Source: an optimization exercise on an open RTL-to-GDS flow (aim: small area and few clock cycles). Production flows keep margins and buffers that such runs may drop. In this exercise RTL edits were held to simulation tests only and were not proved equivalent to the original. No activity file was given, so power comes from the tool's default toggle rates.

==> inputs of job 2281 <==
// bms_codec
module bms_codec (
    input  wire        clk,
    input  wire        rst,
    input  wire        req_valid,
    output wire        req_ready,
    input  wire [31:0] req_word,
    input  wire        din_valid,
    output wire        din_ready,
    input  wire [7:0]  din_byte,
    output wire        rsp_valid,
    output wire [3:0]  rsp_status,
    output wire [31:0] rsp_value,
    output wire        rsd_valid,
    output wire [7:0]  rsd_byte,
    output wire        tx_valid,
    output wire [7:0]  tx_byte,
    output wire        rxf_valid,
    output wire [7:0]  rxf_byte
);
==> flow/config.mk <==
export PLATFORM = sky130hd
export DESIGN_NAME = bms_codec
export DESIGN_NICKNAME = bms_codec
export VERILOG_FILES = /design/flow/design.v
export SDC_FILE = /design/flow/constraint.sdc
export NUM_CORES = 4
export LEC_CHECK = 0
export CAP_MARGIN = 20
export CORE_MARGIN = 2
export CORE_UTILIZATION = 70
export CTS_CLUSTER_DIAMETER = 80
export CTS_CLUSTER_SIZE = 30
export PLACE_DENSITY = 0.9
export SLEW_MARGIN = 20
==> flow/constraint.sdc <==
create_clock -name core_clock -period 6.5 [get_ports {clk}]
set_input_delay 1.3000 -clock core_clock [delete_from_list [all_inputs] [get_ports {clk}]]
set_output_delay 1.3000 -clock core_clock [all_outputs]
set_load 0.01 [all_outputs]
standard.sh (not shown) runs the stock make flow with config.mk's settings and CLKGATE_MAP_FILE= SYNTH_SCRIPT=/design/flow/synth_recipe.tcl, a recipe that flattens the netlist after the stock synthesis.
==> flow/flow/run.sh <==
#!/bin/bash
# Layout flow: the standard flow (the standard.sh, all steps) with two
# changes to how the layout is made:
#  - ports are buffered with the smallest buffer (sky130_fd_sc_hd__buf_1)
#    instead of the delay buffer the resizer picks by default;
#  - clock tree synthesis inserts no dummy loads.
# Each tool's full output stays in the ORFS logs under orfs/logs/; the
# output of standard.sh itself goes to standard.log in this folder.
set -e
export BUFFER_PORTS_ARGS="-buffer_cell sky130_fd_sc_hd__buf_1"
export CTS_ARGS="-sink_clustering_enable -repair_clock_nets -sink_clustering_size 30 -sink_clustering_max_diameter 80 -dont_use_dummy_load"
bash standard.sh > standard.log 2>&1
==> inputs of job 3390, as changes to job 2281 <==
--- a/flow/design.v
+++ b/flow/design.v
@@ -122,26 +122,40 @@
     reg  [3:0]  lchk_val;
     reg  [6:0]  rxf_len;
     reg  [6:0]  peek_len;
     reg         ie_busy;
     reg  [1:0]  ie_mode;
     reg  [15:0] ie_cnt;
+    reg  [1:0]  ie_slot;
     reg  [15:0] psum;         
-    reg  [24:0] enc_req;
-    reg         enc_cmd;
+    reg  [7:0]  enc_cid2;
+    reg         enc_has_info;
+    reg  [15:0] enc_info;
     reg  [5:0]  o_idx;
     reg  [2:0]  o_seg;
     reg  [2:0]  o_ch;
     reg         o_half;
     reg  [10:0] o_sum;        
-    wire [1:0] h       = q_rp;
-    wire [1:0] ie_slot = q_wp - 2'd1;    
+    wire [1:0] h      = q_rp;
     wire [3:0] h_kind = q_kind[h];
     wire       h_go   = q_v[h] && !(ie_busy && ie_slot == h);
-    reg pend_enc, pend_cfgr, pend_pchk, pend_lchk, pend_peek, pend_rxf;
-    wire pend_cfgrd = pend_cfgr || pend_enc;
+    reg pend_enc, pend_cfgrd, pend_pchk, pend_lchk, pend_peek, pend_rxf;
+    integer i;
+    always @(*) begin
+        pend_enc = 1'b0; pend_cfgrd = 1'b0; pend_pchk = 1'b0;
+        pend_lchk = 1'b0; pend_peek = 1'b0; pend_rxf = 1'b0;
+        for (i = 0; i < 4; i = i + 1) begin
+            if (q_v[i] && q_kind[i] == K_ENC)  pend_enc  = 1'b1;
+            if (q_v[i] && q_kind[i] == K_CFGR) pend_cfgrd = 1'b1;
+            if (q_v[i] && q_kind[i] == K_PCHK) pend_pchk = 1'b1;
+            if (q_v[i] && q_kind[i] == K_LCHK) pend_lchk = 1'b1;
+            if (q_v[i] && q_kind[i] == K_PEEK) pend_peek = 1'b1;
+            if (q_v[i] && q_kind[i] == K_RXF)  pend_rxf  = 1'b1;
+        end
+        pend_cfgrd = pend_cfgrd || pend_enc;
+    end
     wire h_rxf = q_v[h] && (h_kind == K_RXF);
     wire [6:0] len_w  = rx_len + 7'd1;
     wire       b0_w   = (rx_len == 7'd0) ? (din_byte == 8'h3E || din_byte == 8'h7E) : rx_b0ok;
     wire       b1_w   = (rx_len == 7'd1) ? (din_byte == PROTO_VER) : rx_b1ok;
     wire       last_w = (din_byte == 8'h0D);
     function [2:0] vstat;
@@ -162,16 +176,17 @@
     wire       w_al   = rebase || (wdel1[LSW-1:0] == 0);
     wire [5:0] wport  = rebase ? 6'd1 : wdel;
     assign din_ready = ie_busy && (ie_mode != M_PUSH || (wr_ok && w_al));
     wire din_fire = din_valid && din_ready;
     wire ie_last  = din_fire && cnt_one;
     wire wr       = din_fire && (ie_mode == M_PUSH);
-    wire       dlv      = wr && cnt_one && deliver_w;    
-    wire [6:0] rx_len1  = !wr ? rx_len : dlv ? 7'd0 : len_w;
-    wire       len1_nz  = !wr ? (rx_len != 7'd0) : !dlv;
-    wire       rxf_1    = pend_rxf || dlv;
+    wire [6:0] rx_len1  = !wr ? rx_len : (ie_last && deliver_w) ? 7'd0 : len_w;
+    wire       b0_1     = wr ? b0_w   : rx_b0ok;
+    wire       b1_1     = wr ? b1_w   : rx_b1ok;
+    wire       last_1   = wr ? last_w : rx_last0d;
+    wire       rxf_1    = pend_rxf || (wr && ie_last && deliver_w);
     wire [3:0]  op   = req_word[31:28];
     wire [15:0] n16  = req_word[15:0];
     wire        has_data = (op == 4'h6) || (op == 4'h7);
     wire        n_zero   = (n16 == 16'd0);
     reg legal;
     always @(*) begin
@@ -187,42 +202,32 @@
             4'h8: legal = (req_word[27:0] == 28'd0);
             default: legal = 1'b0;
         endcase
     end
     reg  [7:0]  cmd_cid2;
     always @(*) begin
-        case (enc_req[2:0])
+        case (req_word[2:0])
             3'd0: cmd_cid2 = CID2_TIME;
             3'd1: cmd_cid2 = CID2_PVER;
             3'd2: cmd_cid2 = CID2_DADDR;
             3'd3: cmd_cid2 = CID2_MANUF;
             3'd4: cmd_cid2 = CID2_ANALOG0;
             default: cmd_cid2 = CID2_ANALOG1;
         endcase
     end
-    wire cmd_has_info = (enc_req[2:0] == 3'd4) || (enc_req[2:0] == 3'd5);
-    wire [7:0]  enc_cid2     = enc_cmd ? cmd_cid2 : enc_req[23:16];
-    wire        enc_has_info = enc_cmd ? cmd_has_info : enc_req[24];
-    wire [15:0] enc_info     = enc_cmd ? ANALOG_INFO : enc_req[15:0];
+    wire cmd_has_info = (req_word[2:0] == 3'd4) || (req_word[2:0] == 3'd5);
     wire [5:0] lsum = {2'd0, n16[11:8]} + {2'd0, n16[7:4]} + {2'd0, n16[3:0]};
     wire [3:0] lchk = (~lsum[3:0]) + 4'd1;
-    wire       n_big  = (n16[15:7] != 9'd0);
-    wire [7:0] len_n  = {1'b0, rx_len} + {1'b0, n16[6:0]};
-    wire       ovf_0  = n_big || (len_n > 8'd64);
-    wire       ovf_1  = n_big || (len_n > 8'd63);       
-    wire       ovf_2  = n_big || (n16[6:0] > 7'd64);
-    wire       ovf    = !wr ? ovf_0 : dlv ? ovf_2 : ovf_1;
-    wire [2:0] st_r   = vstat(rx_len, rx_b0ok, rx_b1ok, rx_last0d);
-    wire [2:0] st_0   = wr ? st_w : st_r;
+    wire       ovf    = (n16[15:7] != 9'd0) || ({1'b0, rx_len1} + {1'b0, n16[6:0]} > 8'd64);
+    wire [2:0] st_0   = vstat(rx_len1, b0_1, b1_1, last_1);
     wire stall = ((op == 4'h1) && pend_cfgrd) ||
                  ((op == 4'h3 || op == 4'h4) && pend_enc) ||
                  ((op == 4'h5) && pend_lchk) ||
                  ((op == 4'h6) && pend_pchk) ||
                  ((op == 4'h7) && n_zero && rxf_1) ||
-                 ((op == 4'h8) && pend_peek) ||
-                 ((op == 4'h2) && pend_cfgr);
+                 ((op == 4'h8) && pend_peek);
     wire ie_free = !ie_busy || ie_last;
     assign req_ready = ie_free && !q_v[q_wp] && !stall;
     wire req_fire = req_valid && req_ready;
     wire [7:0] enc_byte;
     wire       enc_dbl;
     bms_frame_byte u_frame (
@@ -292,39 +297,12 @@
             rd <= 6'd0;
         else if (wr && rebase)
             rd <= 6'd1;
         else
             rd <= rd + 6'd1;
     end
-    wire acc_ok   = req_fire && !fault && legal;
-    wire pop      = h_go && rsp_valid;
-    wire new_rxf  = (ie_last && ie_mode == M_PUSH && deliver_w) ||
-                    (acc_ok && op == 4'h7 && n_zero && !ovf && len1_nz && st_0 == ST_OK);
-    always @(posedge clk) begin
-        if (rst) begin
-            pend_enc  <= 1'b0;
-            pend_cfgr <= 1'b0;
-            pend_pchk <= 1'b0;
-            pend_lchk <= 1'b0;
-            pend_peek <= 1'b0;
-            pend_rxf  <= 1'b0;
-        end else begin
-            if (acc_ok && (op == 4'h3 || op == 4'h4))        pend_enc  <= 1'b1;
-            else if (pop && h_kind == K_ENC)                 pend_enc  <= 1'b0;
-            if (acc_ok && op == 4'h2)                        pend_cfgr <= 1'b1;
-            else if (pop && h_kind == K_CFGR)                pend_cfgr <= 1'b0;
-            if (acc_ok && op == 4'h6 && !n_zero)             pend_pchk <= 1'b1;
-            else if (pop && h_kind == K_PCHK)                pend_pchk <= 1'b0;
-            if (acc_ok && op == 4'h5 && n16[15:12] == 4'd0)  pend_lchk <= 1'b1;
-            else if (pop && h_kind == K_LCHK)                pend_lchk <= 1'b0;
-            if (acc_ok && op == 4'h8)                        pend_peek <= 1'b1;
-            else if (pop && h_kind == K_PEEK)                pend_peek <= 1'b0;
-            if (new_rxf)                                     pend_rxf  <= 1'b1;
-            else if (pop && h_kind == K_RXF)                 pend_rxf  <= 1'b0;
-        end
-    end
     always @(posedge clk) begin
         if (rst) begin
             cfg_addr    <= 8'h01;
             cfg_soi_sel <= 1'b0;
             cfg_len_dbl <= 1'b0;
             cfg_chk_dbl <= 1'b0;
@@ -359,12 +337,13 @@
                 end
             end
             if (req_fire) begin
                 q_v[q_wp]    <= 1'b1;
                 q_kind[q_wp] <= {1'b0, ST_OK};
                 q_wp         <= q_wp + 2'd1;
+                ie_slot      <= q_wp;
                 ie_cnt       <= n16;
                 ie_mode      <= M_DRAIN;
                 if (fault || !legal) begin
                     q_kind[q_wp] <= {1'b0, fault ? ST_CAP_FAULT : ST_ILLEGAL};
                     if (has_data && !n_zero)
                         ie_busy <= 1'b1;
@@ -374,16 +353,23 @@
                         cfg_addr    <= req_word[7:0];
                         cfg_soi_sel <= req_word[8];
                         cfg_len_dbl <= req_word[9];
                         cfg_chk_dbl <= req_word[10];
                     end
                     4'h2: q_kind[q_wp] <= K_CFGR;
-                    4'h3, 4'h4: begin  
+                    4'h3: begin  
+                        q_kind[q_wp] <= K_ENC;
+                        enc_cid2     <= req_word[23:16];
+                        enc_has_info <= req_word[24];
+                        enc_info     <= req_word[15:0];
+                    end
+                    4'h4: begin  
                         q_kind[q_wp] <= K_ENC;
-                        enc_req      <= req_word[24:0];
-                        enc_cmd      <= op[2];
+                        enc_cid2     <= cmd_cid2;
+                        enc_has_info <= cmd_has_info;
+                        enc_info     <= ANALOG_INFO;
                     end
                     4'h5: begin  
                         if (n16[15:12] != 4'd0) begin
                             q_kind[q_wp] <= {1'b0, ST_LEN_OVF};
                         end else begin
                             q_kind[q_wp] <= K_LCHK;
@@ -406,16 +392,16 @@
                             q_kind[q_wp] <= {1'b0, ST_CAP_FAULT};
                             if (!n_zero)
                                 ie_busy <= 1'b1;
                         end else if (!n_zero) begin
                             ie_busy <= 1'b1;
                             ie_mode <= M_PUSH;
-                        end else if (len1_nz) begin
+                        end else if (rx_len1 != 7'd0) begin
                             if (st_0 == ST_OK) begin
                                 q_kind[q_wp] <= K_RXF;
-                                rxf_len      <= rx_len;
+                                rxf_len      <= rx_len1;
                                 rx_len       <= 7'd0;
                             end else begin
                                 q_kind[q_wp] <= {1'b0, st_0};
                             end
                         end
                     end
==> flow/run.sh (new file) <==
#!/bin/bash
# synth_recipe.tcl (not shown) runs the flow's synth.tcl, then flattens the netlist and writes it again
# the make line also repeats each setting of config.mk as NAME=value (left out here)
make -C /OpenROAD-flow-scripts/flow DESIGN_CONFIG=/design/flow/config.mk WORK_HOME=/design/flow/orfs CLKGATE_MAP_FILE= SYNTH_SCRIPT=/design/flow/synth_recipe.tcl finish
==> flow/config.mk (replaced) <==
export PLATFORM = sky130hd
export DESIGN_NAME = bms_codec
export DESIGN_NICKNAME = bms_codec
export VERILOG_FILES = /design/flow/design.v
export SDC_FILE = /design/flow/constraint.sdc
export NUM_CORES = 4
export LEC_CHECK = 0
export CAP_MARGIN = 20
export CORE_MARGIN = 2
export CORE_UTILIZATION = 40
export PLACE_DENSITY = 0.6
export SLEW_MARGIN = 20
removed: flow/flow/run.sh
removed: flow/standard.sh
==> inputs of job 2209, as changes to job 2281 <==
--- a/flow/design.v
+++ b/flow/design.v
@@ -162,16 +162,17 @@
     wire       w_al   = rebase || (wdel1[LSW-1:0] == 0);
     wire [5:0] wport  = rebase ? 6'd1 : wdel;
     assign din_ready = ie_busy && (ie_mode != M_PUSH || (wr_ok && w_al));
     wire din_fire = din_valid && din_ready;
     wire ie_last  = din_fire && cnt_one;
     wire wr       = din_fire && (ie_mode == M_PUSH);
-    wire       dlv      = wr && cnt_one && deliver_w;    
-    wire [6:0] rx_len1  = !wr ? rx_len : dlv ? 7'd0 : len_w;
-    wire       len1_nz  = !wr ? (rx_len != 7'd0) : !dlv;
-    wire       rxf_1    = pend_rxf || dlv;
+    wire [6:0] rx_len1  = !wr ? rx_len : (ie_last && deliver_w) ? 7'd0 : len_w;
+    wire       b0_1     = wr ? b0_w   : rx_b0ok;
+    wire       b1_1     = wr ? b1_w   : rx_b1ok;
+    wire       last_1   = wr ? last_w : rx_last0d;
+    wire       rxf_1    = pend_rxf || (wr && ie_last && deliver_w);
     wire [3:0]  op   = req_word[31:28];
     wire [15:0] n16  = req_word[15:0];
     wire        has_data = (op == 4'h6) || (op == 4'h7);
     wire        n_zero   = (n16 == 16'd0);
     reg legal;
     always @(*) begin
@@ -202,20 +203,14 @@
     wire cmd_has_info = (enc_req[2:0] == 3'd4) || (enc_req[2:0] == 3'd5);
     wire [7:0]  enc_cid2     = enc_cmd ? cmd_cid2 : enc_req[23:16];
     wire        enc_has_info = enc_cmd ? cmd_has_info : enc_req[24];
     wire [15:0] enc_info     = enc_cmd ? ANALOG_INFO : enc_req[15:0];
     wire [5:0] lsum = {2'd0, n16[11:8]} + {2'd0, n16[7:4]} + {2'd0, n16[3:0]};
     wire [3:0] lchk = (~lsum[3:0]) + 4'd1;
-    wire       n_big  = (n16[15:7] != 9'd0);
-    wire [7:0] len_n  = {1'b0, rx_len} + {1'b0, n16[6:0]};
-    wire       ovf_0  = n_big || (len_n > 8'd64);
-    wire       ovf_1  = n_big || (len_n > 8'd63);       
-    wire       ovf_2  = n_big || (n16[6:0] > 7'd64);
-    wire       ovf    = !wr ? ovf_0 : dlv ? ovf_2 : ovf_1;
-    wire [2:0] st_r   = vstat(rx_len, rx_b0ok, rx_b1ok, rx_last0d);
-    wire [2:0] st_0   = wr ? st_w : st_r;
+    wire       ovf    = (n16[15:7] != 9'd0) || ({1'b0, rx_len1} + {1'b0, n16[6:0]} > 8'd64);
+    wire [2:0] st_0   = vstat(rx_len1, b0_1, b1_1, last_1);
     wire stall = ((op == 4'h1) && pend_cfgrd) ||
                  ((op == 4'h3 || op == 4'h4) && pend_enc) ||
                  ((op == 4'h5) && pend_lchk) ||
                  ((op == 4'h6) && pend_pchk) ||
                  ((op == 4'h7) && n_zero && rxf_1) ||
                  ((op == 4'h8) && pend_peek) ||
@@ -295,13 +290,13 @@
         else
             rd <= rd + 6'd1;
     end
     wire acc_ok   = req_fire && !fault && legal;
     wire pop      = h_go && rsp_valid;
     wire new_rxf  = (ie_last && ie_mode == M_PUSH && deliver_w) ||
-                    (acc_ok && op == 4'h7 && n_zero && !ovf && len1_nz && st_0 == ST_OK);
+                    (acc_ok && op == 4'h7 && n_zero && !ovf && rx_len1 != 7'd0 && st_0 == ST_OK);
     always @(posedge clk) begin
         if (rst) begin
             pend_enc  <= 1'b0;
             pend_cfgr <= 1'b0;
             pend_pchk <= 1'b0;
             pend_lchk <= 1'b0;
@@ -406,16 +401,16 @@
                             q_kind[q_wp] <= {1'b0, ST_CAP_FAULT};
                             if (!n_zero)
                                 ie_busy <= 1'b1;
                         end else if (!n_zero) begin
                             ie_busy <= 1'b1;
                             ie_mode <= M_PUSH;
-                        end else if (len1_nz) begin
+                        end else if (rx_len1 != 7'd0) begin
                             if (st_0 == ST_OK) begin
                                 q_kind[q_wp] <= K_RXF;
-                                rxf_len      <= rx_len;
+                                rxf_len      <= rx_len1;
                                 rx_len       <= 7'd0;
                             end else begin
                                 q_kind[q_wp] <= {1'b0, st_0};
                             end
                         end
                     end
==> flow/config.mk (replaced) <==
export PLATFORM = sky130hd
export DESIGN_NAME = bms_codec
export DESIGN_NICKNAME = bms_codec
export VERILOG_FILES = /design/flow/design.v
export SDC_FILE = /design/flow/constraint.sdc
export NUM_CORES = 4
export LEC_CHECK = 0
export CAP_MARGIN = 20
export CORE_MARGIN = 2
export CORE_UTILIZATION = 60
export CTS_CLUSTER_DIAMETER = 80
export CTS_CLUSTER_SIZE = 30
export PLACE_DENSITY = 0.8
export SLEW_MARGIN = 20
==> summary of the runs <==
Synthesized area, lowest first: job 3390, job 2281, job 2209. Final cell count: job 2281 < job 2209 < job 3390. The highest routed wire length belongs to job 2209, the lowest to job 2281. Critical path depth is the same in job 2209 and job 3390. In job 2209 the flip-flop and latch count is higher than in job 3390, by 5. The highest sequential share of layout area belongs to job 2281, the lowest to job 3390. In job 3390 the maximum frequency is higher than in job 2209, by 2.6%. Against job 3390, the utilization of job 2209 is higher by 17 points.
==> figures <==
metric                                                                      job 2281                 job 3390                 job 2209
Outcome                                                      complete, no violations  complete, no violations  complete, no violations
Reg clk slew, reported paths                                                 0.11 ns                  0.06 ns                  0.10 ns
Register fraction of the total cell area                                       58.4%                    52.3%                    56.4%
Die span in y                                                                 187 µm                   246 µm                   204 µm
Share of the synthesized area in the top cell type                             48.2%                    48.1%                    47.5%
CP startpoint                                                                      -              din_byte[0]              din_byte[5]
Switching Power                                                            0.00169 W                0.00225 W                0.00181 W
Met1 Routed Length                                                           21.9 mm                  25.3 mm                  23.4 mm
Clk pwr                                                                    0.00197 W                0.00410 W                0.00203 W
Reg-to-reg startpoint                                                        o_ch[0]                    rd[1]                    rd[0]
Setup crit start kind                                                           flop            primary input            primary input
Clock-cell share of area                                                       2.90%                    8.70%                    2.90%
Number of instances in the placed design                                        2397                     2804                     2578
Number of combinational gates with multiple inputs                              1097                     1146                     1128
Post-Synthesis Mean Instance Area                                           12.3 µm²                 11.9 µm²                 12.2 µm²
Number of flip-flops and latches in the synthesized netlist                      675                      670                      675
HPWL after detailed placement                                                35.3 mm                  38.5 mm                  39.1 mm
Testbench counts of job 2281, summed over its fixed seeds: cycles 22,536.
Testbench counts of job 3390, summed over its fixed seeds: cycles 22,536.
Testbench counts of job 2209, summed over its fixed seeds: cycles 22,536.

==> static timing again, ports no longer ideal <==
Ports are ideal in the flow. The routed layouts listed here were re-timed in OpenROAD.
Step 1 sets driving cells, clkbuf_16 on the clock port and buf_2 on the other inputs (assumed; they add their load-dependent delay and slew).
Step 2 times the ports against the registers' clock, not the clock port: input delays grow and output delays shrink by t, the midpoint of the rising clock arrivals with the driver on.
Three values: no drivers, after step 1, after step 2; two values: the first two.
run | t, ns | setup slack, ns | worst setup path after step 2
job 2281 | 0.620 | 0.543 / 0.487 / 0.696 | input to output
job 3390 | 0.659 | 0.486 / 0.503 / -0.136 | input to register
job 2209 | 0.641 | 0.328 / 0.341 / -0.301 | input to register
Met with ideal ports but missed after step 2: setup timing in job 3390 and job 2209. For job 2209, which loses most, drivers alone change the setup slack by +0.013 ns; drivers and shift together by -0.629 ns.
